Context: an optimization exercise on an open-source flow, tuned for small area. The choices shown serve that exercise and are no tape-out recipe. Only simulation tests tie the RTL to the original design; equivalence was not proved. Power is estimated from default activity; no workload was simulated.

`flow/config.mk`:
```
export PLATFORM = sky130hd
export DESIGN_NAME = ycc_to_rgb
export DESIGN_NICKNAME = ycc_to_rgb
export VERILOG_FILES = /design/flow/design.v
export SDC_FILE = /design/flow/constraint.sdc
export NUM_CORES = 4
export LEC_CHECK = 0
export CAP_MARGIN = 20
export CORE_MARGIN = 2
export CORE_UTILIZATION = 65
export CTS_BUF_LIST = sky130_fd_sc_hd__clkbuf_8
export PLACE_DENSITY = 0.75
export SLEW_MARGIN = 20
export SYNTH_HIERARCHICAL = 1
export SYNTH_MINIMUM_KEEP_SIZE = 0
```
`flow/constraint.sdc`:
```
create_clock -name core_clock -period 10.0 [get_ports {clk}]
set_input_delay 2.0000 -clock core_clock [delete_from_list [all_inputs] [get_ports {clk}]]
set_output_delay 2.0000 -clock core_clock [all_outputs]
set_load 0.01 [all_outputs]
```
`flow/design.v`:
```
module ycc_to_rgb (
    input  wire        clk,
    input  wire        rst,           
    input  wire        in_valid,
    input  wire        in_mode,       
    input  wire [2:0]  in_cll,        
    input  wire [15:0] in_e0,         
    input  wire [15:0] in_e1,         
    input  wire [15:0] in_e2,         
    output reg         out_valid,
    output wire [31:0] out_pixel      
);
  wire [15:0] y    = in_e0;
  wire [15:0] cb   = in_e1;
  wire [15:0] cr   = in_e2;
  wire [15:0] y_n  = ~in_e0;
  wire [15:0] cb_n = ~in_e1;
  wire [15:0] cr_n = ~in_e2;
  wire [7:0]  yy   = in_e0[7:0];
  wire [15:0] co_w = {8'd0, in_e1[7:0]} << in_cll;
  wire [15:0] cg_w = {8'd0, in_e2[7:0]} << in_cll;
  wire [7:0]  co   = co_w[8:1];
  wire [7:0]  cg   = cg_w[8:1];
  wire [7:0]  co_n = ~co;
  wire [7:0]  cg_n = ~cg;
  wire ri1 = ~cr_n[13];
  wire rs2, rc3;
  ha u_rs2 (cr_n[14], cr_n[12], rs2, rc3);
  wire rs4, rc5;
  fa u_rs4 (cr[15], cr_n[13], cr[11], rs4, rc5);
  wire rs6, rc7;
  fa u_rs6 (y[0], cr_n[14], cr[12], rs6, rc7);
  wire rs8, rc9;
  fa u_rs8 (y[1], cr[15], cr[13], rs8, rc9);
  wire rs10, rc11;
  fa u_rs10 (cr_n[9], cr[6], cr_n[4], rs10, rc11);
  wire rs12, rc13;
  fa u_rs12 (y[2], cr[14], cr_n[10], rs12, rc13);
  wire rs14, rc15;
  fa u_rs14 (cr[7], cr_n[5], cr_n[3], rs14, rc15);
  wire rs16, rc17;
  fa u_rs16 (y[3], cr_n[15], cr_n[11], rs16, rc17);
  wire rs18, rc19;
  ha u_rs18 (cr[8], cr_n[6], rs18, rc19);
  wire rs20, rc21;
  fa u_rs20 (y[4], cr_n[12], cr[9], rs20, rc21);
  wire ri22 = ~cr_n[7];
  wire rs23, rc24;
  fa u_rs23 (y[5], cr_n[13], cr[10], rs23, rc24);
  wire ri25 = ~cr_n[8];
  wire rs26, rc27;
  fa u_rs26 (y[6], cr_n[14], cr[11], rs26, rc27);
  wire ri28 = ~cr_n[9];
  wire rs29, rc30;
  fa u_rs29 (y[7], cr[15], cr[12], rs29, rc30);
  wire ri31 = ~y[8];
  wire ri32 = ~y[9];
  wire ri33 = ~cr_n[8];
  wire rs34, rc35;
  ha u_rs34 (cr_n[9], cr_n[7], rs34, rc35);
  wire rs36, rc37;
  ha u_rs36 (cr_n[10], cr_n[8], rs36, rc37);
  wire rs38, rc39;
  fa u_rs38 (cr_n[11], cr_n[9], cr[7], rs38, rc39);
  wire rs40, rc41;
  fa u_rs40 (cr_n[12], cr_n[10], cr[8], rs40, rc41);
  wire rs42, rc43;
  fa u_rs42 (cr_n[11], cr[9], cr_n[5], rs42, rc43);
  wire rs44, rc45;
  ha u_rs44 (cr[2], cr_n[0], rs44, rc45);
  wire rs46, rc47;
  fa u_rs46 (cr_n[13], cr[10], cr_n[6], rs46, rc47);
  wire rs48, rc49;
  fa u_rs48 (cr[3], cr_n[1], rs2, rs48, rc49);
  wire rs50, rc51;
  fa u_rs50 (cr_n[7], cr[4], cr_n[2], rs50, rc51);
  wire rs52, rc53;
  fa u_rs52 (cr_n[0], rc3, rs4, rs52, rc53);
  wire rs54, rc55;
  fa u_rs54 (cr_n[8], cr[5], cr_n[3], rs54, rc55);
  wire rs56, rc57;
  fa u_rs56 (cr_n[1], rc5, rs6, rs56, rc57);
  wire rs58, rc59;
  fa u_rs58 (cr_n[2], cr[0], rc7, rs58, rc59);
  wire rs60, rc61;
  fa u_rs60 (1'b1, rs8, rs10, rs60, rc61);
  wire rs62, rc63;
  fa u_rs62 (cr[1], rc9, rc11, rs62, rc63);
  wire rs64, rc65;
  fa u_rs64 (1'b1, rs12, rs14, rs64, rc65);
  wire rs66, rc67;
  fa u_rs66 (cr_n[4], cr[2], rs18, rs66, rc67);
  wire rs68, rc69;
  fa u_rs68 (rc13, rc15, rs16, rs68, rc69);
  wire rs70, rc71;
  fa u_rs70 (cr_n[5], cr[3], ri22, rs70, rc71);
  wire rs72, rc73;
  fa u_rs72 (rc19, rc17, rs20, rs72, rc73);
  wire rs74, rc75;
  fa u_rs74 (cr_n[7], cr_n[6], cr[4], rs74, rc75);
  wire rs76, rc77;
  fa u_rs76 (ri25, rc21, rs23, rs76, rc77);
  wire rs78, rc79;
  fa u_rs78 (cr_n[8], cr_n[7], cr[5], rs78, rc79);
  wire rs80, rc81;
  fa u_rs80 (ri28, rc24, rs26, rs80, rc81);
  wire rs82, rc83;
  fa u_rs82 (cr_n[9], cr_n[10], cr_n[8], rs82, rc83);
  wire rs84, rc85;
  fa u_rs84 (cr[6], rc27, rs29, rs84, rc85);
  wire rs86, rc87;
  fa u_rs86 (cr[13], cr_n[11], cr_n[9], rs86, rc87);
  wire rs88, rc89;
  fa u_rs88 (cr[7], ri31, rc30, rs88, rc89);
  wire rs90, rc91;
  fa u_rs90 (y[8], cr[14], cr_n[12], rs90, rc91);
  wire rs92, rc93;
  fa u_rs92 (cr_n[10], cr[8], ri32, rs92, rc93);
  wire rs94, rc95;
  fa u_rs94 (y[9], y[10], cr_n[15], rs94, rc95);
  wire rs96, rc97;
  fa u_rs96 (cr_n[13], cr_n[11], cr[9], rs96, rc97);
  wire rs98, rc99;
  fa u_rs98 (y[11], cr_n[14], cr_n[12], rs98, rc99);
  wire ri100 = ~cr[10];
  wire rs101, rc102;
  fa u_rs101 (y[12], cr[15], cr_n[13], rs101, rc102);
  wire ri103 = ~cr[11];
  wire rs104, rc105;
  fa u_rs104 (y[13], cr_n[14], cr[12], rs104, rc105);
  wire rs106, rc107;
  ha u_rs106 (cr_n[6], cr[4], rs106, rc107);
  wire rs108, rc109;
  fa u_rs108 (cr_n[8], cr[5], cr_n[1], rs108, rc109);
  wire rs110, rc111;
  fa u_rs110 (cr[6], cr_n[2], rc35, rs110, rc111);
  wire rs112, rc113;
  fa u_rs112 (cr_n[3], cr[0], rc37, rs112, rc113);
  wire rs114, rc115;
  fa u_rs114 (cr_n[4], cr[1], rc39, rs114, rc115);
  wire rs116, rc117;
  fa u_rs116 (ri1, rs44, rc41, rs116, rc117);
  wire rs118, rc119;
  fa u_rs118 (rc45, rc43, rs46, rs118, rc119);
  wire rs120, rc121;
  fa u_rs120 (rc47, rs50, rc49, rs120, rc121);
  wire rs122, rc123;
  fa u_rs122 (rc51, rs54, rc53, rs122, rc123);
  wire rs124, rc125;
  fa u_rs124 (rc55, rc57, rs58, rs124, rc125);
  wire rs126, rc127;
  fa u_rs126 (rc59, rc61, rs62, rs126, rc127);
  wire rs128, rc129;
  fa u_rs128 (rs66, rc63, rc65, rs128, rc129);
  wire rs130, rc131;
  fa u_rs130 (rs70, rc67, rc69, rs130, rc131);
  wire rs132, rc133;
  fa u_rs132 (rs74, rc71, rc73, rs132, rc133);
  wire rs134, rc135;
  fa u_rs134 (rc75, rs78, rc77, rs134, rc135);
  wire rs136, rc137;
  fa u_rs136 (rc79, rs82, rc81, rs136, rc137);
  wire rs138, rc139;
  fa u_rs138 (rc83, rs86, rc85, rs138, rc139);
  wire rs140, rc141;
  fa u_rs140 (rc87, rs90, rs92, rs140, rc141);
  wire rs142, rc143;
  fa u_rs142 (rc91, rs94, rs96, rs142, rc143);
  wire rs144, rc145;
  fa u_rs144 (ri100, rc95, rc97, rs144, rc145);
  wire rs146, rc147;
  fa u_rs146 (cr[10], ri103, rc99, rs146, rc147);
  wire rs148, rc149;
  fa u_rs148 (cr[11], rc102, rs104, rs148, rc149);
  wire rs150, rc151;
  fa u_rs150 (y[14], cr[15], cr[13], rs150, rc151);
  wire ri152 = ~cr_n[2];
  wire rs153, rc154;
  ha u_rs153 (cr_n[3], cr_n[1], rs153, rc154);
  wire rs155, rc156;
  fa u_rs155 (cr_n[4], cr_n[2], cr[0], rs155, rc156);
  wire rs157, rc158;
  fa u_rs157 (cr_n[5], cr_n[3], cr[1], rs157, rc158);
  wire rs159, rc160;
  fa u_rs159 (cr_n[6], cr_n[4], cr[2], rs159, rc160);
  wire rs161, rc162;
  fa u_rs161 (cr_n[7], cr_n[5], cr[3], rs161, rc162);
  wire rs163, rc164;
  fa u_rs163 (cr_n[0], ri33, rs106, rs163, rc164);
  wire rs165, rc166;
  fa u_rs165 (rc107, rs34, rs108, rs165, rc166);
  wire rs167, rc168;
  fa u_rs167 (rs36, rc109, rs110, rs167, rc168);
  wire rs169, rc170;
  fa u_rs169 (rs38, rc111, rs112, rs169, rc170);
  wire rs171, rc172;
  fa u_rs171 (rs40, rc113, rs114, rs171, rc172);
  wire rs173, rc174;
  fa u_rs173 (rs42, rc115, rs116, rs173, rc174);
  wire rs175, rc176;
  fa u_rs175 (rs48, rc117, rs118, rs175, rc176);
  wire rs177, rc178;
  fa u_rs177 (rc119, rs52, rs120, rs177, rc178);
  wire rs179, rc180;
  fa u_rs179 (rs56, rc121, rs122, rs179, rc180);
  wire rs181, rc182;
  fa u_rs181 (rs60, rc123, rs124, rs181, rc182);
  wire rs183, rc184;
  fa u_rs183 (rs64, rc125, rs126, rs183, rc184);
  wire rs185, rc186;
  fa u_rs185 (rs68, rc127, rs128, rs185, rc186);
  wire rs187, rc188;
  fa u_rs187 (rs72, rc129, rs130, rs187, rc188);
  wire r_l21_0 = in_mode ? yy[0] : rs76;
  wire r_l21_1 = in_mode ? co[0] : rc131;
  wire r_l21_2 = in_mode ? cg_n[0] : rs132;
  wire rs189, rc190;
  fa u_rs189 (r_l21_0, r_l21_1, r_l21_2, rs189, rc190);
  wire r_l22_0 = in_mode ? yy[1] : rs80;
  wire r_l22_1 = in_mode ? co[1] : rc133;
  wire r_l22_2 = in_mode ? cg_n[1] : rs134;
  wire rs191, rc192;
  fa u_rs191 (r_l22_0, r_l22_1, r_l22_2, rs191, rc192);
  wire r_l23_0 = in_mode ? yy[2] : rs84;
  wire r_l23_1 = in_mode ? co[2] : rc135;
  wire r_l23_2 = in_mode ? cg_n[2] : rs136;
  wire rs193, rc194;
  fa u_rs193 (r_l23_0, r_l23_1, r_l23_2, rs193, rc194);
  wire r_l24_0 = in_mode ? yy[3] : rs88;
  wire r_l24_1 = in_mode ? co[3] : rc137;
  wire r_l24_2 = in_mode ? cg_n[3] : rs138;
  wire rs195, rc196;
  fa u_rs195 (r_l24_0, r_l24_1, r_l24_2, rs195, rc196);
  wire r_l25_0 = in_mode ? yy[4] : rc89;
  wire r_l25_1 = in_mode ? co[4] : rs140;
  wire r_l25_2 = in_mode ? cg_n[4] : rc139;
  wire rs197, rc198;
  fa u_rs197 (r_l25_0, r_l25_1, r_l25_2, rs197, rc198);
  wire r_l26_0 = in_mode ? yy[5] : rc93;
  wire r_l26_1 = in_mode ? co[5] : rs142;
  wire r_l26_2 = in_mode ? cg_n[5] : rc141;
  wire rs199, rc200;
  fa u_rs199 (r_l26_0, r_l26_1, r_l26_2, rs199, rc200);
  wire r_l27_0 = in_mode ? yy[6] : rs98;
  wire r_l27_1 = in_mode ? co[6] : rc143;
  wire r_l27_2 = in_mode ? cg_n[6] : rs144;
  wire rs201, rc202;
  fa u_rs201 (r_l27_0, r_l27_1, r_l27_2, rs201, rc202);
  wire r_l28_0 = in_mode ? yy[7] : rs101;
  wire r_l28_1 = in_mode ? co[7] : rc145;
  wire r_l28_2 = in_mode ? cg_n[7] : rs146;
  wire rs203, rc204;
  fa u_rs203 (r_l28_0, r_l28_1, r_l28_2, rs203, rc204);
  wire rs205, rc206;
  fa u_rs205 (1'b1, rc147, rs148, rs205, rc206);
  wire rs207, rc208;
  fa u_rs207 (rc105, rs150, rc149, rs207, rc208);
  wire rs209, rc210;
  fa u_rs209 (y_n[15], cr[14], rc151, rs209, rc210);
  wire r_bl = rc188 & ~in_mode;
  wire [21:0] r_cy;
  assign r_cy[0] = 1'b0;
  wire r_G0 = ((cr_n[2] & rs153) | ((cr_n[2] | rs153) & ((ri152 & cr_n[0]) | ((ri152 | cr_n[0]) & ((cr_n[1] & 1'b0) | ((cr_n[1] | 1'b0) & (1'b1 & cr_n[0])))))));
  wire r_P0 = (1'b1 | cr_n[0]) & (cr_n[1] | 1'b0) & (ri152 | cr_n[0]) & (cr_n[2] | rs153);
  assign r_cy[4] = r_G0 | (r_P0 & r_cy[0]);
  wire r_G4 = ((rc160 & rs161) | ((rc160 | rs161) & ((rc158 & rs159) | ((rc158 | rs159) & ((rc156 & rs157) | ((rc156 | rs157) & (rc154 & rs155)))))));
  wire r_P4 = (rc154 | rs155) & (rc156 | rs157) & (rc158 | rs159) & (rc160 | rs161);
  assign r_cy[8] = r_G4 | (r_P4 & r_cy[4]);
  wire r_G8 = ((rc168 & rs169) | ((rc168 | rs169) & ((rc166 & rs167) | ((rc166 | rs167) & ((rc164 & rs165) | ((rc164 | rs165) & (rc162 & rs163)))))));
  wire r_P8 = (rc162 | rs163) & (rc164 | rs165) & (rc166 | rs167) & (rc168 | rs169);
  assign r_cy[12] = r_G8 | (r_P8 & r_cy[8]);
  wire r_G12 = ((rc176 & rs177) | ((rc176 | rs177) & ((rc174 & rs175) | ((rc174 | rs175) & ((rc172 & rs173) | ((rc172 | rs173) & (rc170 & rs171)))))));
  wire r_P12 = (rc170 | rs171) & (rc172 | rs173) & (rc174 | rs175) & (rc176 | rs177);
  assign r_cy[16] = r_G12 | (r_P12 & r_cy[12]);
  wire r_G16 = ((rc184 & rs185) | ((rc184 | rs185) & ((rc182 & rs183) | ((rc182 | rs183) & ((rc180 & rs181) | ((rc180 | rs181) & (rc178 & rs179)))))));
  wire r_P16 = (rc178 | rs179) & (rc180 | rs181) & (rc182 | rs183) & (rc184 | rs185);
  assign r_cy[20] = r_G16 | (r_P16 & r_cy[16]);
  wire r_G20 = (rc186 & rs187);
  wire r_P20 = (rc186 | rs187);
  assign r_cy[21] = r_G20 | (r_P20 & r_cy[20]);
  wire r_ci = r_cy[21] | in_mode;
  wire rs211, rc212;
  fa u_rs211 (rs189, r_bl, r_ci, rs211, rc212);
  wire rs213, rc214;
  fa u_rs213 (rs191, rc190, rc212, rs213, rc214);
  wire rs215, rc216;
  fa u_rs215 (rs193, rc192, rc214, rs215, rc216);
  wire rs217, rc218;
  fa u_rs217 (rs195, rc194, rc216, rs217, rc218);
  wire r_sk0 = ((rs195 & rc194) | ((rs195 | rc194) & ((rs193 & rc192) | ((rs193 | rc192) & ((rs191 & rc190) | ((rs191 | rc190) & (rs189 & r_bl))))))) | ((rs189 | r_bl) & (rs191 | rc190) & (rs193 | rc192) & (rs195 | rc194) & r_ci);
  wire rs219, rc220;
  fa u_rs219 (rs197, rc196, r_sk0, rs219, rc220);
  wire rs221, rc222;
  fa u_rs221 (rs199, rc198, rc220, rs221, rc222);
  wire rs223, rc224;
  fa u_rs223 (rs201, rc200, rc222, rs223, rc224);
  wire rs225, rc226;
  fa u_rs225 (rs203, rc202, rc224, rs225, rc226);
  wire [7:0] r_m = {rs225, rs223, rs221, rs219, rs217, rs215, rs213, rs211};
  wire rs227, rc228;
  ha u_rs227 (rc204, rs205, rs227, rc228);
  wire rs229, rc230;
  fa u_rs229 (rc206, rs207, rc228, rs229, rc230);
  wire rs231, rc232;
  fa u_rs231 (rc208, rs209, rc230, rs231, rc232);
  wire rs233, rc234;
  fa u_rs233 (rc210, cr_n[15], rc232, rs233, rc234);
  wire ri235 = ~rc234;
  wire [4:0] r_t = {ri235, rs233, rs231, rs229, rs227};
  wire r_in0 = rc226 ? (&r_t) : ~(|r_t);
  wire [2:0] r_k = {rc204, cg[7], co[7]};
  wire r_q0 = (r_k == 3'b000) | (r_k == 3'b101) | (r_k == 3'b011);
  wire r_q1 = (r_k == 3'b100) | (r_k == 3'b010) | (r_k == 3'b111);
  wire r_qn = (r_k == 3'b001);
  wire r_in1 = rc226 ? r_q0 : r_q1;
  wire r_ng1 = rc226 ? r_qn : (r_qn | r_q0);
  wire r_in = in_mode ? r_in1 : r_in0;
  wire r_hi = in_mode ? ~r_ng1 : ~r_t[4];
  wire [7:0] r_o = r_in ? r_m : {8{r_hi}};
  wire gi236 = ~cb[14];
  wire gs237, gc238;
  fa u_gs237 (y[0], cb_n[15], cb[5], gs237, gc238);
  wire gs239, gc240;
  fa u_gs239 (cb[3], cb_n[1], cr[15], gs239, gc240);
  wire gs241, gc242;
  fa u_gs241 (y[1], cb[6], cb[4], gs241, gc242);
  wire gi243 = ~cb_n[2];
  wire gs244, gc245;
  fa u_gs244 (y[2], cb[7], cb[5], gs244, gc245);
  wire gi246 = ~cb_n[3];
  wire gs247, gc248;
  fa u_gs247 (y[3], cb[8], cb[6], gs247, gc248);
  wire gi249 = ~cb_n[4];
  wire gs250, gc251;
  fa u_gs250 (y[4], cb[9], cb[7], gs250, gc251);
  wire gi252 = ~y[5];
  wire gi253 = ~y[6];
  wire gs254, gc255;
  ha u_gs254 (cb[12], cb[2], gs254, gc255);
  wire gs256, gc257;
  fa u_gs256 (cb[13], cb[3], cb[1], gs256, gc257);
  wire gs258, gc259;
  ha u_gs258 (cr_n[13], cr[9], gs258, gc259);
  wire gs260, gc261;
  fa u_gs260 (cb[4], cb[2], cb_n[0], gs260, gc261);
  wire gs262, gc263;
  fa u_gs262 (cr_n[14], cr[10], cr[7], gs262, gc263);
  wire gs264, gc265;
  ha u_gs264 (cr[4], cr[1], gs264, gc265);
  wire gs266, gc267;
  fa u_gs266 (cb[14], cr[11], cr[8], gs266, gc267);
  wire gs268, gc269;
  fa u_gs268 (cr[5], cr[2], cr_n[0], gs268, gc269);
  wire gs270, gc271;
  fa u_gs270 (1'b1, gs237, gs239, gs270, gc271);
  wire gs272, gc273;
  fa u_gs272 (cr[12], cr[9], cr[6], gs272, gc273);
  wire gs274, gc275;
  fa u_gs274 (cr[3], cr_n[1], gi243, gs274, gc275);
  wire gs276, gc277;
  fa u_gs276 (gc238, gc240, gs241, gs276, gc277);
  wire gs278, gc279;
  fa u_gs278 (cb_n[2], cr[13], cr[10], gs278, gc279);
  wire gs280, gc281;
  fa u_gs280 (cr[7], cr[4], cr_n[2], gs280, gc281);
  wire gs282, gc283;
  fa u_gs282 (gi246, gc242, gs244, gs282, gc283);
  wire gs284, gc285;
  fa u_gs284 (cb_n[3], cr[14], cr[11], gs284, gc285);
  wire gs286, gc287;
  fa u_gs286 (cr[8], cr[5], cr_n[3], gs286, gc287);
  wire gs288, gc289;
  fa u_gs288 (gi249, gc245, gs247, gs288, gc289);
  wire gs290, gc291;
  fa u_gs290 (cb_n[4], cb_n[5], cr_n[15], gs290, gc291);
  wire gs292, gc293;
  fa u_gs292 (cr[12], cr[9], cr[6], gs292, gc293);
  wire gs294, gc295;
  fa u_gs294 (cr_n[4], gc248, gs250, gs294, gc295);
  wire gs296, gc297;
  fa u_gs296 (cb[10], cb[8], cb_n[6], gs296, gc297);
  wire gs298, gc299;
  fa u_gs298 (cr[13], cr[10], cr[7], gs298, gc299);
  wire gs300, gc301;
  fa u_gs300 (cr_n[5], gi252, gc251, gs300, gc301);
  wire gs302, gc303;
  fa u_gs302 (y[5], cb[11], cb[9], gs302, gc303);
  wire gs304, gc305;
  fa u_gs304 (cb_n[7], cr[14], cr[11], gs304, gc305);
  wire gs306, gc307;
  fa u_gs306 (cr[8], cr_n[6], gi253, gs306, gc307);
  wire gs308, gc309;
  fa u_gs308 (y[6], y[7], cb[12], gs308, gc309);
  wire gs310, gc311;
  fa u_gs310 (cb[10], cb_n[8], cr_n[15], gs310, gc311);
  wire gs312, gc313;
  fa u_gs312 (cr[12], cr[9], cr_n[7], gs312, gc313);
  wire gs314, gc315;
  fa u_gs314 (y[8], cb[13], cb[11], gs314, gc315);
  wire gs316, gc317;
  fa u_gs316 (cb_n[9], cr[13], cr[10], gs316, gc317);
  wire gi318 = ~cr_n[8];
  wire gs319, gc320;
  fa u_gs319 (y[9], cb[14], cb[12], gs319, gc320);
  wire gs321, gc322;
  fa u_gs321 (cb_n[10], cr[14], cr[11], gs321, gc322);
  wire gi323 = ~cr_n[9];
  wire gs324, gc325;
  fa u_gs324 (y[10], cb_n[15], cb[13], gs324, gc325);
  wire gs326, gc327;
  fa u_gs326 (cb_n[11], cr_n[15], cr[12], gs326, gc327);
  wire gi328 = ~cr_n[10];
  wire gs329, gc330;
  fa u_gs329 (y[11], cb[14], cb_n[12], gs329, gc330);
  wire gi331 = ~y[12];
  wire gs332, gc333;
  fa u_gs332 (cb[10], cb[0], cr_n[10], gs332, gc333);
  wire gs334, gc335;
  fa u_gs334 (cb[11], cb[1], cr_n[11], gs334, gc335);
  wire gs336, gc337;
  ha u_gs336 (cr[7], cr[4], gs336, gc337);
  wire gs338, gc339;
  fa u_gs338 (cb[0], cr_n[12], cr[8], gs338, gc339);
  wire gs340, gc341;
  fa u_gs340 (cr[5], cr[2], gs254, gs340, gc341);
  wire gs342, gc343;
  fa u_gs342 (cr[6], cr[3], cr[0], gs342, gc343);
  wire gs344, gc345;
  fa u_gs344 (gc255, gs258, gs256, gs344, gc345);
  wire gs346, gc347;
  fa u_gs346 (gi236, gc259, gs264, gs346, gc347);
  wire gs348, gc349;
  fa u_gs348 (gc257, gs260, gs262, gs348, gc349);
  wire gs350, gc351;
  fa u_gs350 (gc265, gc261, gc263, gs350, gc351);
  wire gs352, gc353;
  fa u_gs352 (gs266, gs268, gs270, gs352, gc353);
  wire gs354, gc355;
  fa u_gs354 (gc267, gc269, gs272, gs354, gc355);
  wire gs356, gc357;
  fa u_gs356 (gs274, gc271, gs276, gs356, gc357);
  wire gs358, gc359;
  fa u_gs358 (gc273, gs278, gs280, gs358, gc359);
  wire gs360, gc361;
  fa u_gs360 (gc275, gc277, gs282, gs360, gc361);
  wire gs362, gc363;
  fa u_gs362 (gc279, gc281, gs284, gs362, gc363);
  wire gs364, gc365;
  fa u_gs364 (gs286, gc283, gs288, gs364, gc365);
  wire gs366, gc367;
  fa u_gs366 (gc285, gc287, gs290, gs366, gc367);
  wire gs368, gc369;
  fa u_gs368 (gs292, gc289, gs294, gs368, gc369);
  wire gs370, gc371;
  fa u_gs370 (gc291, gc293, gs296, gs370, gc371);
  wire gs372, gc373;
  fa u_gs372 (gs298, gc295, gs300, gs372, gc373);
  wire gs374, gc375;
  fa u_gs374 (gc297, gc299, gs302, gs374, gc375);
  wire gs376, gc377;
  fa u_gs376 (gs304, gs306, gc301, gs376, gc377);
  wire gs378, gc379;
  fa u_gs378 (gc303, gc305, gs308, gs378, gc379);
  wire gs380, gc381;
  fa u_gs380 (gs310, gs312, gc307, gs380, gc381);
  wire gs382, gc383;
  fa u_gs382 (gi318, gc309, gc311, gs382, gc383);
  wire gs384, gc385;
  fa u_gs384 (gc313, gs314, gs316, gs384, gc385);
  wire gs386, gc387;
  fa u_gs386 (cr_n[8], gi323, gc315, gs386, gc387);
  wire gs388, gc389;
  fa u_gs388 (gc317, gs319, gs321, gs388, gc389);
  wire gs390, gc391;
  fa u_gs390 (cr_n[9], gi328, gc320, gs390, gc391);
  wire gs392, gc393;
  fa u_gs392 (gc322, gs324, gs326, gs392, gc393);
  wire gs394, gc395;
  fa u_gs394 (cr_n[10], cr[13], cr_n[11], gs394, gc395);
  wire gs396, gc397;
  fa u_gs396 (gc325, gc327, gs329, gs396, gc397);
  wire gs398, gc399;
  fa u_gs398 (cb_n[15], cb_n[13], cr[14], gs398, gc399);
  wire gs400, gc401;
  fa u_gs400 (cr_n[12], gi331, gc330, gs400, gc401);
  wire gs402, gc403;
  fa u_gs402 (y[12], y[13], cb_n[14], gs402, gc403);
  wire gs404, gc405;
  ha u_gs404 (cr_n[15], cr_n[13], gs404, gc405);
  wire gs406, gc407;
  ha u_gs406 (y[14], cb[15], gs406, gc407);
  wire gs408, gc409;
  ha u_gs408 (cb[7], cr_n[7], gs408, gc409);
  wire gs410, gc411;
  fa u_gs410 (cb[8], cr_n[8], cr[4], gs410, gc411);
  wire gs412, gc413;
  fa u_gs412 (cb[9], cr_n[9], cr[5], gs412, gc413);
  wire gs414, gc415;
  fa u_gs414 (cr[6], cr[3], cr[0], gs414, gc415);
  wire gs416, gc417;
  fa u_gs416 (cr[1], gs336, gc333, gs416, gc417);
  wire gs418, gc419;
  fa u_gs418 (gc337, gc335, gs338, gs418, gc419);
  wire gs420, gc421;
  fa u_gs420 (gc339, gs342, gc341, gs420, gc421);
  wire gs422, gc423;
  fa u_gs422 (gc343, gs346, gc345, gs422, gc423);
  wire gs424, gc425;
  fa u_gs424 (gc347, gc349, gs350, gs424, gc425);
  wire gs426, gc427;
  fa u_gs426 (gc351, gs354, gc353, gs426, gc427);
  wire gs428, gc429;
  fa u_gs428 (gc355, gs358, gc357, gs428, gc429);
  wire gs430, gc431;
  fa u_gs430 (gc359, gs362, gc361, gs430, gc431);
  wire gs432, gc433;
  fa u_gs432 (gc363, gs366, gc365, gs432, gc433);
  wire gs434, gc435;
  fa u_gs434 (gc367, gs370, gc369, gs434, gc435);
  wire gs436, gc437;
  fa u_gs436 (gc371, gs374, gs376, gs436, gc437);
  wire gs438, gc439;
  fa u_gs438 (gc375, gs378, gs380, gs438, gc439);
  wire gs440, gc441;
  fa u_gs440 (gc379, gs382, gc381, gs440, gc441);
  wire gs442, gc443;
  fa u_gs442 (gc383, gc385, gs386, gs442, gc443);
  wire gs444, gc445;
  fa u_gs444 (gc387, gc389, gs390, gs444, gc445);
  wire gs446, gc447;
  fa u_gs446 (gs394, gc391, gc393, gs446, gc447);
  wire gs448, gc449;
  fa u_gs448 (gc395, gs398, gc397, gs448, gc449);
  wire gs450, gc451;
  fa u_gs450 (gs404, gc399, gs402, gs450, gc451);
  wire gs452, gc453;
  fa u_gs452 (cr_n[14], gc405, gs406, gs452, gc453);
  wire gs454, gc455;
  fa u_gs454 (y_n[15], cr[15], gc407, gs454, gc455);
  wire gi456 = ~cb[0];
  wire gs457, gc458;
  ha u_gs457 (cb[1], cr_n[1], gs457, gc458);
  wire gs459, gc460;
  ha u_gs459 (cb[2], cr_n[2], gs459, gc460);
  wire gs461, gc462;
  ha u_gs461 (cb[3], cr_n[3], gs461, gc462);
  wire gs463, gc464;
  fa u_gs463 (cb[4], cr_n[4], cr[0], gs463, gc464);
  wire gs465, gc466;
  fa u_gs465 (cb[5], cr_n[5], cr[1], gs465, gc466);
  wire gs467, gc468;
  fa u_gs467 (cb[6], cr_n[6], cr[2], gs467, gc468);
  wire gs469, gc470;
  fa u_gs469 (cr[3], cr[0], gs408, gs469, gc470);
  wire gs471, gc472;
  fa u_gs471 (cr[1], gc409, gs410, gs471, gc472);
  wire gs473, gc474;
  fa u_gs473 (cr[2], gc411, gs412, gs473, gc474);
  wire gs475, gc476;
  fa u_gs475 (gc413, gs414, gs332, gs475, gc476);
  wire gs477, gc478;
  fa u_gs477 (gc415, gs334, gs416, gs477, gc478);
  wire gs479, gc480;
  fa u_gs479 (gs340, gc417, gs418, gs479, gc480);
  wire gs481, gc482;
  fa u_gs481 (gc419, gs344, gs420, gs481, gc482);
  wire gs483, gc484;
  fa u_gs483 (gs348, gc421, gs422, gs483, gc484);
  wire gs485, gc486;
  fa u_gs485 (gc423, gs424, gs352, gs485, gc486);
  wire gs487, gc488;
  fa u_gs487 (gc425, gs356, gs426, gs487, gc488);
  wire gs489, gc490;
  fa u_gs489 (gs360, gc427, gs428, gs489, gc490);
  wire gs491, gc492;
  fa u_gs491 (gs364, gc429, gs430, gs491, gc492);
  wire gs493, gc494;
  fa u_gs493 (gs368, gc431, gs432, gs493, gc494);
  wire g_l21_0 = in_mode ? yy[0] : gs372;
  wire g_l21_1 = in_mode ? cg[0] : gc433;
  wire g_l21_2 = gs434 & ~in_mode;
  wire gs495, gc496;
  fa u_gs495 (g_l21_0, g_l21_1, g_l21_2, gs495, gc496);
  wire g_l22_0 = in_mode ? yy[1] : gc373;
  wire g_l22_1 = in_mode ? cg[1] : gs436;
  wire g_l22_2 = gc435 & ~in_mode;
  wire gs497, gc498;
  fa u_gs497 (g_l22_0, g_l22_1, g_l22_2, gs497, gc498);
  wire g_l23_0 = in_mode ? yy[2] : gc377;
  wire g_l23_1 = in_mode ? cg[2] : gs438;
  wire g_l23_2 = gc437 & ~in_mode;
  wire gs499, gc500;
  fa u_gs499 (g_l23_0, g_l23_1, g_l23_2, gs499, gc500);
  wire g_l24_0 = in_mode ? yy[3] : gs384;
  wire g_l24_1 = in_mode ? cg[3] : gc439;
  wire g_l24_2 = gs440 & ~in_mode;
  wire gs501, gc502;
  fa u_gs501 (g_l24_0, g_l24_1, g_l24_2, gs501, gc502);
  wire g_l25_0 = in_mode ? yy[4] : gs388;
  wire g_l25_1 = in_mode ? cg[4] : gc441;
  wire g_l25_2 = gs442 & ~in_mode;
  wire gs503, gc504;
  fa u_gs503 (g_l25_0, g_l25_1, g_l25_2, gs503, gc504);
  wire g_l26_0 = in_mode ? yy[5] : gs392;
  wire g_l26_1 = in_mode ? cg[5] : gc443;
  wire g_l26_2 = gs444 & ~in_mode;
  wire gs505, gc506;
  fa u_gs505 (g_l26_0, g_l26_1, g_l26_2, gs505, gc506);
  wire g_l27_0 = in_mode ? yy[6] : gs396;
  wire g_l27_1 = in_mode ? cg[6] : gc445;
  wire g_l27_2 = gs446 & ~in_mode;
  wire gs507, gc508;
  fa u_gs507 (g_l27_0, g_l27_1, g_l27_2, gs507, gc508);
  wire g_l28_0 = in_mode ? yy[7] : gs400;
  wire g_l28_1 = in_mode ? cg[7] : gc447;
  wire g_l28_2 = gs448 & ~in_mode;
  wire gs509, gc510;
  fa u_gs509 (g_l28_0, g_l28_1, g_l28_2, gs509, gc510);
  wire gs511, gc512;
  fa u_gs511 (gc401, gs450, gc449, gs511, gc512);
  wire gs513, gc514;
  fa u_gs513 (gc403, gs452, gc451, gs513, gc514);
  wire gs515, gc516;
  fa u_gs515 (1'b1, gs454, gc453, gs515, gc516);
  wire g_bl = gc494 & ~in_mode;
  wire [21:0] g_cy;
  assign g_cy[0] = 1'b0;
  wire g_G0 = ((gc458 & gs459) | ((gc458 | gs459) & ((cb[0] & gs457) | ((cb[0] | gs457) & ((gi456 & cr_n[0]) | ((gi456 | cr_n[0]) & (1'b0 & 1'b0)))))));
  wire g_P0 = (1'b0 | 1'b0) & (gi456 | cr_n[0]) & (cb[0] | gs457) & (gc458 | gs459);
  assign g_cy[4] = g_G0 | (g_P0 & g_cy[0]);
  wire g_G4 = ((gc466 & gs467) | ((gc466 | gs467) & ((gc464 & gs465) | ((gc464 | gs465) & ((gc462 & gs463) | ((gc462 | gs463) & (gc460 & gs461)))))));
  wire g_P4 = (gc460 | gs461) & (gc462 | gs463) & (gc464 | gs465) & (gc466 | gs467);
  assign g_cy[8] = g_G4 | (g_P4 & g_cy[4]);
  wire g_G8 = ((gc474 & gs475) | ((gc474 | gs475) & ((gc472 & gs473) | ((gc472 | gs473) & ((gc470 & gs471) | ((gc470 | gs471) & (gc468 & gs469)))))));
  wire g_P8 = (gc468 | gs469) & (gc470 | gs471) & (gc472 | gs473) & (gc474 | gs475);
  assign g_cy[12] = g_G8 | (g_P8 & g_cy[8]);
  wire g_G12 = ((gc482 & gs483) | ((gc482 | gs483) & ((gc480 & gs481) | ((gc480 | gs481) & ((gc478 & gs479) | ((gc478 | gs479) & (gc476 & gs477)))))));
  wire g_P12 = (gc476 | gs477) & (gc478 | gs479) & (gc480 | gs481) & (gc482 | gs483);
  assign g_cy[16] = g_G12 | (g_P12 & g_cy[12]);
  wire g_G16 = ((gc490 & gs491) | ((gc490 | gs491) & ((gc488 & gs489) | ((gc488 | gs489) & ((gc486 & gs487) | ((gc486 | gs487) & (gc484 & gs485)))))));
  wire g_P16 = (gc484 | gs485) & (gc486 | gs487) & (gc488 | gs489) & (gc490 | gs491);
  assign g_cy[20] = g_G16 | (g_P16 & g_cy[16]);
  wire g_G20 = (gc492 & gs493);
  wire g_P20 = (gc492 | gs493);
  assign g_cy[21] = g_G20 | (g_P20 & g_cy[20]);
  wire g_ci = g_cy[21] & ~in_mode;
  wire gs517, gc518;
  fa u_gs517 (gs495, g_bl, g_ci, gs517, gc518);
  wire gs519, gc520;
  fa u_gs519 (gs497, gc496, gc518, gs519, gc520);
  wire gs521, gc522;
  fa u_gs521 (gs499, gc498, gc520, gs521, gc522);
  wire gs523, gc524;
  fa u_gs523 (gs501, gc500, gc522, gs523, gc524);
  wire g_sk0 = ((gs501 & gc500) | ((gs501 | gc500) & ((gs499 & gc498) | ((gs499 | gc498) & ((gs497 & gc496) | ((gs497 | gc496) & (gs495 & g_bl))))))) | ((gs495 | g_bl) & (gs497 | gc496) & (gs499 | gc498) & (gs501 | gc500) & g_ci);
  wire gs525, gc526;
  fa u_gs525 (gs503, gc502, g_sk0, gs525, gc526);
  wire gs527, gc528;
  fa u_gs527 (gs505, gc504, gc526, gs527, gc528);
  wire gs529, gc530;
  fa u_gs529 (gs507, gc506, gc528, gs529, gc530);
  wire gs531, gc532;
  fa u_gs531 (gs509, gc508, gc530, gs531, gc532);
  wire [7:0] g_m = {gs531, gs529, gs527, gs525, gs523, gs521, gs519, gs517};
  wire gs533, gc534;
  ha u_gs533 (gc510, gs511, gs533, gc534);
  wire gs535, gc536;
  fa u_gs535 (gc512, gs513, gc534, gs535, gc536);
  wire gs537, gc538;
  fa u_gs537 (gc514, gs515, gc536, gs537, gc538);
  wire gs539, gc540;
  fa u_gs539 (gc516, gc455, gc538, gs539, gc540);
  wire gi541 = ~gc540;
  wire [4:0] g_t = {gi541, gs539, gs537, gs535, gs533};
  wire g_in0 = gc532 ? (&g_t) : ~(|g_t);
  wire g_in1 = (gc532 | gc510) == cg[7];
  wire g_ng1 = ~(gc532 | gc510) & cg[7];
  wire g_in = in_mode ? g_in1 : g_in0;
  wire g_hi = in_mode ? ~g_ng1 : ~g_t[4];
  wire [7:0] g_o = g_in ? g_m : {8{g_hi}};
  wire bs542, bc543;
  ha u_bs542 (y[1], cb_n[14], bs542, bc543);
  wire bs544, bc545;
  fa u_bs544 (y[2], cb[15], cb[13], bs544, bc545);
  wire bi546 = ~cb[10];
  wire bs547, bc548;
  fa u_bs547 (y[3], cb[14], cb[11], bs547, bc548);
  wire bi549 = ~cb[9];
  wire bs550, bc551;
  fa u_bs550 (y[4], cb_n[15], cb[12], bs550, bc551);
  wire bi552 = ~y[5];
  wire bi553 = ~y[6];
  wire bs554, bc555;
  fa u_bs554 (cb_n[11], cb[9], cb[6], bs554, bc555);
  wire bs556, bc557;
  fa u_bs556 (cb_n[12], cb[10], cb[7], bs556, bc557);
  wire bs558, bc559;
  fa u_bs558 (y[0], cb_n[13], cb[11], bs558, bc559);
  wire bs560, bc561;
  ha u_bs560 (cb[8], cb[6], bs560, bc561);
  wire bs562, bc563;
  fa u_bs562 (cb[12], cb[9], cb[7], bs562, bc563);
  wire bs564, bc565;
  fa u_bs564 (cb_n[3], cb[0], bs542, bs564, bc565);
  wire bs566, bc567;
  fa u_bs566 (cb[8], cb_n[4], cb[1], bs566, bc567);
  wire bs568, bc569;
  fa u_bs568 (bi546, bc543, bs544, bs568, bc569);
  wire bs570, bc571;
  fa u_bs570 (cb[10], cb_n[5], cb[2], bs570, bc571);
  wire bs572, bc573;
  fa u_bs572 (bi549, bc545, bs547, bs572, bc573);
  wire bs574, bc575;
  fa u_bs574 (cb[9], cb[10], cb_n[6], bs574, bc575);
  wire bs576, bc577;
  fa u_bs576 (cb[3], bc548, bs550, bs576, bc577);
  wire bs578, bc579;
  fa u_bs578 (cb[13], cb[11], cb_n[7], bs578, bc579);
  wire bs580, bc581;
  fa u_bs580 (cb[4], bi552, bc551, bs580, bc581);
  wire bs582, bc583;
  fa u_bs582 (y[5], cb[14], cb[12], bs582, bc583);
  wire bs584, bc585;
  fa u_bs584 (cb_n[8], cb[5], bi553, bs584, bc585);
  wire bs586, bc587;
  fa u_bs586 (y[6], y[7], cb_n[15], bs586, bc587);
  wire bs588, bc589;
  fa u_bs588 (cb[13], cb_n[9], cb[6], bs588, bc589);
  wire bs590, bc591;
  fa u_bs590 (y[8], cb[14], cb_n[10], bs590, bc591);
  wire bi592 = ~cb[7];
  wire bs593, bc594;
  fa u_bs593 (y[9], cb_n[15], cb_n[11], bs593, bc594);
  wire bi595 = ~y[10];
  wire bi596 = ~y[11];
  wire bs597, bc598;
  ha u_bs597 (cb_n[7], cb[5], bs597, bc598);
  wire bs599, bc600;
  fa u_bs599 (cb_n[8], cb[6], cb[3], bs599, bc600);
  wire bs601, bc602;
  fa u_bs601 (cb_n[9], cb[7], cb[4], bs601, bc602);
  wire bs603, bc604;
  fa u_bs603 (cb_n[10], cb[8], cb[5], bs603, bc604);
  wire bs605, bc606;
  fa u_bs605 (cb[4], cb_n[0], bs554, bs605, bc606);
  wire bs607, bc608;
  fa u_bs607 (cb[5], cb_n[1], bc555, bs607, bc608);
  wire bs609, bc610;
  fa u_bs609 (cb_n[2], bs560, bc557, bs609, bc610);
  wire bs611, bc612;
  fa u_bs611 (bc561, bc559, bs562, bs611, bc612);
  wire bs613, bc614;
  fa u_bs613 (bc563, bs566, bc565, bs613, bc614);
  wire bs615, bc616;
  fa u_bs615 (bc567, bs570, bc569, bs615, bc616);
  wire bs617, bc618;
  fa u_bs617 (bc571, bs574, bc573, bs617, bc618);
  wire bs619, bc620;
  fa u_bs619 (bc575, bs578, bc577, bs619, bc620);
  wire bs621, bc622;
  fa u_bs621 (bc579, bs582, bs584, bs621, bc622);
  wire bs623, bc624;
  fa u_bs623 (bc583, bs586, bs588, bs623, bc624);
  wire bs625, bc626;
  fa u_bs625 (bi592, bc587, bc589, bs625, bc626);
  wire bs627, bc628;
  fa u_bs627 (cb[7], cb[8], bc591, bs627, bc628);
  wire bs629, bc630;
  fa u_bs629 (cb_n[12], cb[9], bi595, bs629, bc630);
  wire bs631, bc632;
  fa u_bs631 (y[10], cb_n[13], cb[10], bs631, bc632);
  wire bs633, bc634;
  fa u_bs633 (y[11], y[12], cb_n[14], bs633, bc634);
  wire bs635, bc636;
  fa u_bs635 (y[13], cb[15], cb[12], bs635, bc636);
  wire bi637 = ~y[14];
  wire bs638, bc639;
  ha u_bs638 (cb_n[5], cb[3], bs638, bc639);
  wire bs640, bc641;
  fa u_bs640 (cb_n[6], cb[4], cb[1], bs640, bc641);
  wire bs642, bc643;
  fa u_bs642 (cb[2], cb[0], bs597, bs642, bc643);
  wire bs644, bc645;
  fa u_bs644 (cb[1], bc598, bs599, bs644, bc645);
  wire bs646, bc647;
  fa u_bs646 (cb[2], bc600, bs601, bs646, bc647);
  wire bs648, bc649;
  fa u_bs648 (cb[3], bc602, bs603, bs648, bc649);
  wire bs650, bc651;
  fa u_bs650 (1'b1, bc604, bs605, bs650, bc651);
  wire bs652, bc653;
  fa u_bs652 (bs556, bc606, bs607, bs652, bc653);
  wire bs654, bc655;
  fa u_bs654 (bs558, bc608, bs609, bs654, bc655);
  wire bs656, bc657;
  fa u_bs656 (bs564, bc610, bs611, bs656, bc657);
  wire bs658, bc659;
  fa u_bs658 (bc612, bs568, bs613, bs658, bc659);
  wire bs660, bc661;
  fa u_bs660 (bs572, bc614, bs615, bs660, bc661);
  wire bs662, bc663;
  fa u_bs662 (bs576, bc616, bs617, bs662, bc663);
  wire b_l21_0 = in_mode ? yy[0] : bs580;
  wire b_l21_1 = in_mode ? co_n[0] : bc618;
  wire b_l21_2 = in_mode ? cg_n[0] : bs619;
  wire bs664, bc665;
  fa u_bs664 (b_l21_0, b_l21_1, b_l21_2, bs664, bc665);
  wire b_l22_0 = in_mode ? yy[1] : bc581;
  wire b_l22_1 = in_mode ? co_n[1] : bs621;
  wire b_l22_2 = in_mode ? cg_n[1] : bc620;
  wire bs666, bc667;
  fa u_bs666 (b_l22_0, b_l22_1, b_l22_2, bs666, bc667);
  wire b_l23_0 = in_mode ? yy[2] : bc585;
  wire b_l23_1 = in_mode ? co_n[2] : bs623;
  wire b_l23_2 = in_mode ? cg_n[2] : bc622;
  wire bs668, bc669;
  fa u_bs668 (b_l23_0, b_l23_1, b_l23_2, bs668, bc669);
  wire b_l24_0 = in_mode ? yy[3] : bs590;
  wire b_l24_1 = in_mode ? co_n[3] : bc624;
  wire b_l24_2 = in_mode ? cg_n[3] : bs625;
  wire bs670, bc671;
  fa u_bs670 (b_l24_0, b_l24_1, b_l24_2, bs670, bc671);
  wire b_l25_0 = in_mode ? yy[4] : bs593;
  wire b_l25_1 = in_mode ? co_n[4] : bc626;
  wire b_l25_2 = in_mode ? cg_n[4] : bs627;
  wire bs672, bc673;
  fa u_bs672 (b_l25_0, b_l25_1, b_l25_2, bs672, bc673);
  wire b_l26_0 = in_mode ? yy[5] : bc594;
  wire b_l26_1 = in_mode ? co_n[5] : bs629;
  wire b_l26_2 = in_mode ? cg_n[5] : bc628;
  wire bs674, bc675;
  fa u_bs674 (b_l26_0, b_l26_1, b_l26_2, bs674, bc675);
  wire b_l27_0 = in_mode ? yy[6] : bi596;
  wire b_l27_1 = in_mode ? co_n[6] : bs631;
  wire b_l27_2 = in_mode ? cg_n[6] : bc630;
  wire bs676, bc677;
  fa u_bs676 (b_l27_0, b_l27_1, b_l27_2, bs676, bc677);
  wire b_l28_0 = in_mode ? yy[7] : cb[11];
  wire b_l28_1 = in_mode ? co_n[7] : bc632;
  wire b_l28_2 = in_mode ? cg_n[7] : bs633;
  wire bs678, bc679;
  fa u_bs678 (b_l28_0, b_l28_1, b_l28_2, bs678, bc679);
  wire bs680, bc681;
  fa u_bs680 (1'b1, bc634, bs635, bs680, bc681);
  wire bs682, bc683;
  fa u_bs682 (cb[13], bi637, bc636, bs682, bc683);
  wire bs684, bc685;
  fa u_bs684 (y[14], y_n[15], cb[14], bs684, bc685);
  wire b_bl = bc663 | in_mode;
  wire [21:0] b_cy;
  assign b_cy[0] = 1'b0;
  wire b_G0 = ((1'b1 & cb_n[0]) | ((1'b1 | cb_n[0]) & ((1'b0 & 1'b0) | ((1'b0 | 1'b0) & ((1'b0 & 1'b0) | ((1'b0 | 1'b0) & (1'b0 & 1'b0)))))));
  wire b_P0 = (1'b0 | 1'b0) & (1'b0 | 1'b0) & (1'b0 | 1'b0) & (1'b1 | cb_n[0]);
  assign b_cy[4] = b_G0 | (b_P0 & b_cy[0]);
  wire b_G4 = ((cb_n[4] & cb[2]) | ((cb_n[4] | cb[2]) & ((cb_n[3] & cb[1]) | ((cb_n[3] | cb[1]) & ((cb_n[2] & cb[0]) | ((cb_n[2] | cb[0]) & (cb_n[1] & 1'b0)))))));
  wire b_P4 = (cb_n[1] | 1'b0) & (cb_n[2] | cb[0]) & (cb_n[3] | cb[1]) & (cb_n[4] | cb[2]);
  assign b_cy[8] = b_G4 | (b_P4 & b_cy[4]);
  wire b_G8 = ((bc643 & bs644) | ((bc643 | bs644) & ((bc641 & bs642) | ((bc641 | bs642) & ((bc639 & bs640) | ((bc639 | bs640) & (bs638 & cb[0])))))));
  wire b_P8 = (bs638 | cb[0]) & (bc639 | bs640) & (bc641 | bs642) & (bc643 | bs644);
  assign b_cy[12] = b_G8 | (b_P8 & b_cy[8]);
  wire b_G12 = ((bc651 & bs652) | ((bc651 | bs652) & ((bc649 & bs650) | ((bc649 | bs650) & ((bc647 & bs648) | ((bc647 | bs648) & (bc645 & bs646)))))));
  wire b_P12 = (bc645 | bs646) & (bc647 | bs648) & (bc649 | bs650) & (bc651 | bs652);
  assign b_cy[16] = b_G12 | (b_P12 & b_cy[12]);
  wire b_G16 = ((bc659 & bs660) | ((bc659 | bs660) & ((bc657 & bs658) | ((bc657 | bs658) & ((bc655 & bs656) | ((bc655 | bs656) & (bc653 & bs654)))))));
  wire b_P16 = (bc653 | bs654) & (bc655 | bs656) & (bc657 | bs658) & (bc659 | bs660);
  assign b_cy[20] = b_G16 | (b_P16 & b_cy[16]);
  wire b_G20 = (bc661 & bs662);
  wire b_P20 = (bc661 | bs662);
  assign b_cy[21] = b_G20 | (b_P20 & b_cy[20]);
  wire b_ci = b_cy[21] | in_mode;
  wire bs686, bc687;
  fa u_bs686 (bs664, b_bl, b_ci, bs686, bc687);
  wire bs688, bc689;
  fa u_bs688 (bs666, bc665, bc687, bs688, bc689);
  wire bs690, bc691;
  fa u_bs690 (bs668, bc667, bc689, bs690, bc691);
  wire bs692, bc693;
  fa u_bs692 (bs670, bc669, bc691, bs692, bc693);
  wire b_sk0 = ((bs670 & bc669) | ((bs670 | bc669) & ((bs668 & bc667) | ((bs668 | bc667) & ((bs666 & bc665) | ((bs666 | bc665) & (bs664 & b_bl))))))) | ((bs664 | b_bl) & (bs666 | bc665) & (bs668 | bc667) & (bs670 | bc669) & b_ci);
  wire bs694, bc695;
  fa u_bs694 (bs672, bc671, b_sk0, bs694, bc695);
  wire bs696, bc697;
  fa u_bs696 (bs674, bc673, bc695, bs696, bc697);
  wire bs698, bc699;
  fa u_bs698 (bs676, bc675, bc697, bs698, bc699);
  wire bs700, bc701;
  fa u_bs700 (bs678, bc677, bc699, bs700, bc701);
  wire [7:0] b_m = {bs700, bs698, bs696, bs694, bs692, bs690, bs688, bs686};
  wire bs702, bc703;
  ha u_bs702 (bc679, bs680, bs702, bc703);
  wire bs704, bc705;
  fa u_bs704 (bc681, bs682, bc703, bs704, bc705);
  wire bs706, bc707;
  fa u_bs706 (bc683, bs684, bc705, bs706, bc707);
  wire bs708, bc709;
  fa u_bs708 (bc685, cb_n[15], bc707, bs708, bc709);
  wire bi710 = ~bc709;
  wire [4:0] b_t = {bi710, bs708, bs706, bs704, bs702};
  wire b_in0 = bc701 ? (&b_t) : ~(|b_t);
  wire [2:0] b_k = {bc679, cg[7], co[7]};
  wire b_q0 = (b_k == 3'b000);
  wire b_q1 = (b_k == 3'b100) | (b_k == 3'b010) | (b_k == 3'b001);
  wire b_q2 = (b_k == 3'b110) | (b_k == 3'b101) | (b_k == 3'b011);
  wire b_in1 = bc701 ? b_q1 : b_q2;
  wire b_ng1 = bc701 ? b_q0 : (b_q0 | b_q1);
  wire b_in = in_mode ? b_in1 : b_in0;
  wire b_hi = in_mode ? ~b_ng1 : ~b_t[4];
  wire [7:0] b_o = b_in ? b_m : {8{b_hi}};
  reg [23:0] pix;
  always @(posedge clk) begin
    if (rst) out_valid <= 1'b0;
    else     out_valid <= in_valid;
    pix <= {b_o, g_o, r_o};
  end
  assign out_pixel = {8'hff, pix};
endmodule
module fa (input wire a, input wire b, input wire c, output wire s, output wire co);
  assign s  = a ^ b ^ c;
  assign co = (a & b) | (a & c) | (b & c);
endmodule
module xr (input wire a, input wire b, output wire s);
  assign s = a ^ b;
endmodule
module ha (input wire a, input wire b, output wire s, output wire co);
  assign s  = a ^ b;
  assign co = a & b;
endmodule
```
`flow/flow/run.sh`:
```
#!/bin/bash
# The standard layout with two changes:
#  - the synthesis is the standard flow's (synth_recipe.tcl), except that its final ABC
#    mapping uses flow/abc_map.script (area-oriented mapping) instead of ORFS's
#    speed script;
#  - the input port buffers are sky130_fd_sc_hd__buf_2 cells, the output port
#    buffers sky130_fd_sc_hd__buf_1 cells (flow/outbuf.tcl, before the resizing
#    step after global placement).
set -euo pipefail
here=$(pwd)
{
  echo "# synth_recipe.tcl, with the final ABC mapping done by $here/flow/abc_map.script"
  echo "proc abc {args} {"
  echo "  set i [lsearch -exact \$args -script]"
  echo "  if {\$i >= 0} { lset args [expr {\$i + 1}] $here/flow/abc_map.script }"
  echo "  yosys abc {*}\$args"
  echo "}"
  cat "$here/synth_recipe.tcl"
} > "$here/synth_area.tcl"
bash standard.sh SYNTH_SCRIPT="$here/synth_area.tcl" \
  BUFFER_PORTS_ARGS="-inputs -buffer_cell sky130_fd_sc_hd__buf_2" \
  PRE_RESIZE_TCL="$here/flow/outbuf.tcl" finish > standard_flow.log 2>&1
```
`flow/flow/abc_map.script`:
```
strash
dch
amap
topo
stime -c
```
`flow/flow/outbuf.tcl`:
```
# Output port buffers, made from sky130_fd_sc_hd__buf_1 cells (the outputs only
# drive the fixed 0.01 pF load); the input port buffers were made at global
# placement.
buffer_ports -outputs -buffer_cell sky130_fd_sc_hd__buf_1
```
`flow/standard.sh`:
```
#!/bin/bash
# synth_recipe.tcl (not shown) runs the flow's synth.tcl, then flattens the netlist and writes it again
# the make line also repeats each setting of config.mk as NAME=value (left out here)
make -C /OpenROAD-flow-scripts/flow DESIGN_CONFIG=/design/flow/config.mk WORK_HOME=/design/flow/orfs CLKGATE_MAP_FILE= SYNTH_SCRIPT=/design/flow/synth_recipe.tcl "${@:-finish}"
```
==> results.py, run 1 <==
metrics = {
    "logic_synthesis": {
        "synth_most_common_cell": "fa_1",
        "yosysTopAreaCellShare_pct": 65.62,
        "syn_inst": 851,
        "synth_top_area_cell": "fa_1",
        "synth_edf_count": 0,
        "async_reset_ff_share_pct": 0,
        "yosysSeqAreaShare_pct": 5.208,
        "synthFlopType": "dfxtp_1",
        "synth.area.top_cells": "fa_1, dfxtp_1, clkinv_1, o21ai_0, ha_1",
        "synth_common_cells": "fa_1, clkinv_1, o21ai_0",
        "yosysWarnings": 7,
        "syn_avg_cell_area_um2": 11.29,
        "netlist_area_um2": 9610,
        "ys_ff_latch": 25,
        "ys_types": 40,
    },
    "global_route": {
        "grt_pass1_wl_um": 48260,
        "grt_pass1_vias": 8498,
        "antenna_found_initial": 1,
        "grt_use_total_pct": 41.31,
        "overflow": 0,
        "use_met3_pct": 10.06,
        "grtUsageMet1_pct": 56.86,
        "top_usage_layer": "met2",
        "grt_max_degree": 73,
        "grtUsageMet2_pct": 65.15,
    },
    "worst_setup_path": {
        "critPathKind": "primary input to flip-flop",
        "cpPeakStageDelay_ns": 0.58,
        "arrival_ns": 9.45,
        "crit_buf_inv": 2,
        "cpMostUsedCell": "fa_1",
        "path_delay_family": "adder cells",
        "cp.depth": 25,
        "required_ns": 10.20,
        "start_kind": "primary input",
        "cp_max_fo": 9,
        "critical_path.slowest_cell": "fa_1",
        "cp-end-kind": "flip-flop",
    },
    "power_and_ir_drop": {
        "ir_drop_uv": 164.1,
        "p_leak_nw": 3.918,
        "power_density_nw_per_um2": 180.5,
        "power.total_mw": 1.869,
    },
    "cells_and_area": {
        "drive_above_1_share_pct": 7.555,
        "fill_cells": 1050,
        "postLayoutCellArea_um2": 10350,
        "fin_util_pct": 71.51,
        "nets": 1349,
        "synthToLayoutAreaGrowth_pct": 7.734,
    },
    "timing": {
        "worst_pin_slew_ns": 0.7727,
        "fmax_mhz": 108.1,
        "min_period_over_period_pct": 92.52,
        "rsz0062_at_grt": "false",
        "post-route-min-period_ns": 9.252,
        "slew_headroom_pct": 48.49,
        "finalSetupViolCount": 0,
        "hold_viol": 0,
        "slew_violations": 0,
        "tns_ns": 0,
        "hold_ws_ns": 1.863,
    },
    "drt": {
        "firstDrtPassIters": 6,
        "wirelength_um": 30250,
        "drt-vias-per-instance": 6.636,
        "drcViolationCount": 0,
        "vias": 7552,
        "ant_nets": 0,
        "first_iter_violations": 782,
        "avgRoutedWirePerCell_um": 26.58,
    },
    "floorplan": {
        "dieArea_um2": 15770,
        "fp.dieH_um": 125.6,
        "start_util_pct": 66.38,
        "die-width_um": 125.6,
        "core_um2": 14480,
        "rows": 44,
        "pin_count": 88,
    },
    "placement": {
        "dpl_cell_area_um2": 10290,
        "portBuffers": 54,
        "globalplace.congestion": 1.058,
        "dp_hpwl_um": 25200,
    },
    "cts": {
        "cts_tree": "built",
        "clock-sinks": 25,
        "cts_max_path_buffers": 2,
        "path_clk_slew_ns": 0.09,
        "cts_root_buf": "clkbuf_8",
        "cts-hold-fix-buffers": 0,
        "cts_made_buffers": 3,
        "htreeDepth": 1,
        "post_cts_buffers": 0,
    },
    "flow_run": {
        "maxCapViolations": 0,
    },
    "worst_hold_path": {
        "worstHoldPathCells": 2,
        "hold_class": "primary input to flip-flop",
    },
    "run_status": {
        "status": "no timing/DRC/antenna violations",
    },
}
-- stage by stage --
stage	cells	setup slack [ns]
floorplan	865	1.589
CTS	1137	0.6009
finish	1138	0.7484
global placement	1108	0.6274
detailed placement	1133	0.3360
global route	1137	0.2344
-- Yosys stat by module, one instance, submodules excluded --
module | area [µm²] | copies in the design | flip-flops and latches
ycc_to_rgb | 3004 | 1 | 25
fa | 20.02 | 315 | 0
ha | 12.51 | 24 | 0
-- cell usage in the layout (no fill, tap or decap), types with 3 or more instances in the layout --
master    netlist  final
nand4_1         3      3
conb_1          1     15
ha_1           25     25
o211ai_1        3      3
fa_1          315    315
buf_4           8     13
and2_0          8      8
o32ai_1         5      4
or2_0           4      4
nand2_1        39     39
nor2_1         61     61
buf_1           0     25
o21bai_1        5      5
dfxtp_1        25     25
a22oi_1        11     11
clkinv_1      125    125
o21ai_0        84     84
clkbuf_8        0      3
nor2b_1        12     12
a211oi_1        4      4
a21oi_1        16     16
nor4_1          8      8
a221o_1         6      6
buf_2           0     54
a221oi_1        6      6
o21a_1         18     18
o22ai_1        39     39
-- cells by family after synthesis --
group                    share of synthesized area [%]
AND/OR/NAND/NOR                                  6.653
flip-flops                                       5.208
AO/OA/AOI/OAI                                    13.72
adder cells (fa/ha/maj)                          68.87
other                                          0.03902
buffers and inverters                            5.507
-- report_power, final --
part / total, mW / internal, mW / switching (mW)
combinational: 1.63 / 0.690 / 0.945
sequential: 0.171 / 0.154 / 0.0172
clock: 0.0626 / 0.0283 / 0.0342
-- routing by layer --
metal  vias to the layer above  wire (µm)
li1                       3007          -
met1                      3922      11300
met2                       510      14160
met3                       113       3354
met4                         0       1435
met5                         -          0
-- final timing paths --
check | start | end | slack, ns
hold / removal | rst | out_valid | 1.86
setup / recovery | in_e1[1] | pix[11] | 0.75
-- state kept, by name, summed over array words and instances, names as in the netlist --
register   count
out_valid      1
pix           24
-- timing repair --
item,4_1_cts,5_1_grt
resized for setup,0,1
setup endpoints to repair,0,8
endpoints found under the hold margin,0,0
-- layout make-up --
cell class	instances	area, µm²	share of cell area [%]
multi-input cells	707	8641	83.46
flip-flops and latches	25	500.5	4.834
inverters	125	469.2	4.532
repair buffers	92	461.7	4.459
well taps	184	230.2	2.224
clock buffers	3	41.29	0.3988
clock inverters	1	7.507	0.07251
diodes	1	2.502	0.02417
==> run 2, diff against run 1 <==
==> flow/flow/abc_map.script (replaced) <==
strash
dch
amap -F 4 -A 8
topo
stime -c
==> results.py, run 2 <==
metrics = {
    "global_route": {
        "grt_pass1_wl_um": 46550,
        "grt_use_total_pct": 40.33,
        "grt_max_degree": 73,
        "antenna_found_initial": 0,
        "overflow": 0,
        "grt_pass1_vias": 8149,
    },
    "logic_synthesis": {
        "synth_edf_count": 0,
        "ys_types": 39,
        "yosysWarnings": 7,
        "syn_inst": 827,
        "netlist_area_um2": 9563,
        "synth_top_area_cell": "fa_1",
        "ys_ff_latch": 25,
        "synth_most_common_cell": "fa_1",
        "yosysSeqAreaShare_pct": 5.234,
        "syn_avg_cell_area_um2": 11.56,
        "async_reset_ff_share_pct": 0,
        "synthFlopType": "dfxtp_1",
        "synth.area.top_cells": "fa_1, dfxtp_1, clkinv_1, o21ai_0, ha_1",
        "synth_common_cells": "fa_1, clkinv_1, o21ai_0",
        "yosysTopAreaCellShare_pct": 65.94,
    },
    "worst_setup_path": {
        "cp_max_fo": 10,
        "cp-end-kind": "flip-flop",
        "critPathKind": "primary input to flip-flop",
        "arrival_ns": 9.06,
        "start_kind": "primary input",
        "required_ns": 10.11,
    },
    "drt": {
        "wirelength_um": 29540,
        "vias": 7342,
        "avgRoutedWirePerCell_um": 26.78,
        "drcViolationCount": 0,
        "firstDrtPassIters": 6,
        "first_iter_violations": 777,
        "ant_nets": 0,
        "drt-vias-per-instance": 6.656,
    },
    "floorplan": {
        "fp.dieH_um": 125.3,
        "rows": 44,
        "dieArea_um2": 15700,
        "die-width_um": 125.3,
        "pin_count": 88,
        "start_util_pct": 66.05,
        "core_um2": 14480,
    },
    "timing": {
        "post-route-min-period_ns": 8.952,
        "min_period_over_period_pct": 89.52,
        "tns_ns": 0,
        "worst_pin_slew_ns": 0.9148,
        "rsz0062_at_grt": "false",
        "hold_viol": 0,
        "fmax_mhz": 111.7,
        "slew_violations": 0,
        "hold_ws_ns": 1.881,
        "finalSetupViolCount": 0,
        "slew_headroom_pct": 38.37,
    },
    "worst_hold_path": {
        "worstHoldPathCells": 2,
        "min_from": "rst",
        "hold_end": "out_valid",
        "hold_class": "primary input to flip-flop",
    },
    "placement": {
        "dp_hpwl_um": 24570,
        "dpl_cell_area_um2": 10170,
        "dp_cells": 1099,
        "portBuffers": 54,
        "globalplace.congestion": 0.9740,
    },
    "cts": {
        "cts-hold-fix-buffers": 0,
        "post_cts_buffers": 0,
        "cts_repair_resize_count": 0,
        "cts_tree": "built",
        "cts_max_path_buffers": 2,
        "cts_made_buffers": 3,
        "htreeDepth": 1,
        "clock-sinks": 25,
        "cts_root_buf": "clkbuf_8",
        "path_clk_slew_ns": 0.08,
    },
    "run_status": {
        "status": "no timing/DRC/antenna violations",
    },
    "power_and_ir_drop": {
        "power_density_nw_per_um2": 181.8,
        "ir_drop_uv": 190.4,
        "p_leak_nw": 3.818,
    },
    "cells_and_area": {
        "diodes": 0,
        "postLayoutCellArea_um2": 10220,
        "nets": 1315,
        "largest_registers": "pix x24, out_valid x1",
        "largest_reg_flops": 24,
        "final_cells": 1103,
        "fin_util_pct": 70.59,
        "final_common_cell": "fa_1",
        "drive_above_1_share_pct": 6.638,
        "final_cell_mix": "fa_1, clkinv_1, o21ai_0, buf_2, nor2_1",
        "synthToLayoutAreaGrowth_pct": 6.883,
        "top_register": "pix",
    },
    "flow_run": {
        "maxCapViolations": 0,
    },
}
==> run 2: cell count changes after synthesis, moves of 4 or more <==
| cell | previous run | this run |
|---|---|---|
| a222oi_1 | 0 | 6 |
| a22oi_1 | 11 | 6 |
| o21bai_1 | 5 | 0 |
| nor2_1 | 61 | 40 |
| o22ai_1 | 39 | 30 |
| a22o_1 | 0 | 7 |
| nor4_1 | 8 | 3 |
| clkinv_1 | 125 | 129 |
| o221ai_1 | 1 | 7 |
| o21ai_0 | 84 | 94 |
| and2_0 | 8 | 0 |
| o22a_1 | 0 | 8 |
| nand2_1 | 39 | 29 |
| o21a_1 | 18 | 22 |
==> run 2: logic make-up (layout without fill, tap and decap cells) <==
group / after synthesis / after routing / synth area share [%]
buffers and inverters: 137 / 215 / 5.691
other: 1 / 15 / 0.03921
AOI/OAI and AO/OA: 226 / 226 / 15.24
adders and majority gates: 340 / 340 / 69.21
DFF: 25 / 25 / 5.234
and+or+nand+nor: 98 / 98 / 4.579
==> run 2: worst max path at each step <==
stage                         start      end  slack [ns]  cells after the start
after detailed placement   in_e2[9]   pix[3]        0.89                     22
after CTS                  in_e2[9]   pix[3]        1.15                     22
after floorplan           in_e1[15]  pix[10]        1.94                     23
final                      in_e2[9]   pix[3]        1.05                     22
after global routing       in_e2[9]   pix[6]        0.70                     22
after global placement    in_e2[14]   pix[5]        1.11                     22
==> run 2: through the flow <==
step	total power, mW	setup WS [ns]
CTS	1.839	1.154
global placement	1.667	1.108
detailed placement	1.773	0.8945
floorplan	1.280	1.944
global route	2.067	0.7025
finish	1.859	1.048
==> run 2: power by group <==
group          switching (mW)  total [mW]  internal (mW)  leakage [nW]
Sequential             0.0161       0.170          0.154         0.211
Clock                  0.0311      0.0592         0.0281        0.0217
Combinational           0.938        1.63          0.691          3.59
Total                   0.985        1.86          0.873          3.82
==> run 2: worst max-delay path, stage by stage <==
cell	delay, ns
buf_2	0.36
clkinv_1	0.59
fa_1	0.66
fa_1	0.41
fa_1	0.55
fa_1	0.45
o22a_1	0.25
a222oi_1	0.25
o21a_1	0.17
nor2_1	0.04
a21oi_1	0.19
nand2_1	0.14
a221o_1	0.33
fa_1	0.40
fa_1	0.39
fa_1	0.39
fa_1	0.42
clkinv_1	0.08
a21oi_1	0.06
o32a_1	0.44
o21ai_0	0.28
o21ai_0	0.22
==> run 2: routing by layer <==
| metal | GRT usage [%] | routed length, µm | vias up |
|---|---|---|---|
| li1 | - | - | 2949 |
| met1 | 54.60 | 10860 | 3799 |
| met2 | 63.08 | 13820 | 510 |
| met4 | 13.53 | 1188 | 0 |
| met3 | 13.05 | 3668 | 84 |
| met5 | 0 | 0 | - |
==> run 2: layout make-up <==
cell class              count  area, µm²
multi-input cells         679       8571
clock inverters             1      7.507
inverters                 129      484.2
well taps                 184      230.2
clock buffers               3      41.29
flip-flops and latches     25      500.5
fillers                  1066       4258
repair buffers             82      386.6
==> run 2: per-module statistics from Yosys, one instance, submodules excluded <==
module | flip-flops and latches | cells inside | cell area (µm²) | times used
fa | 0 | 1 | 20.02 | 315
ha | 0 | 1 | 12.51 | 24
ycc_to_rgb | 25 | 488 | 2957 | 1

-- re-timing with driven ports --
How much do the figures lean on ideal ports? The routed layouts below were timed once more, with nothing changed but the port constraints.
Step 1, drivers: a clkbuf_16 drives clk and a buf_2 each remaining input, both assumed.
Step 2 adds t to the input delays and takes it off the output delays; t is the mean of the earliest and latest rising clock arrival at the registers after step 1. Input paths then give back, and output paths get back, about the clock's delay inside the block.
Slacks: ideal / step 1 / step 2; pairs: ideal / step 1.
run	shift t [ns]	setup WS [ns]	worst setup path after step 2	worst register clock-pin slew, ns
run 1	0.299	0.748 / 0.752 / 0.453	input to register	0.09 / 0.09
run 2	0.286	1.048 / 1.052 / 0.766	input to register	0.09 / 0.09
After both steps setup and hold are still met in every run listed. For run 1, which loses most, drivers alone change the setup slack by +0.004 ns; drivers and shift together by -0.295 ns.
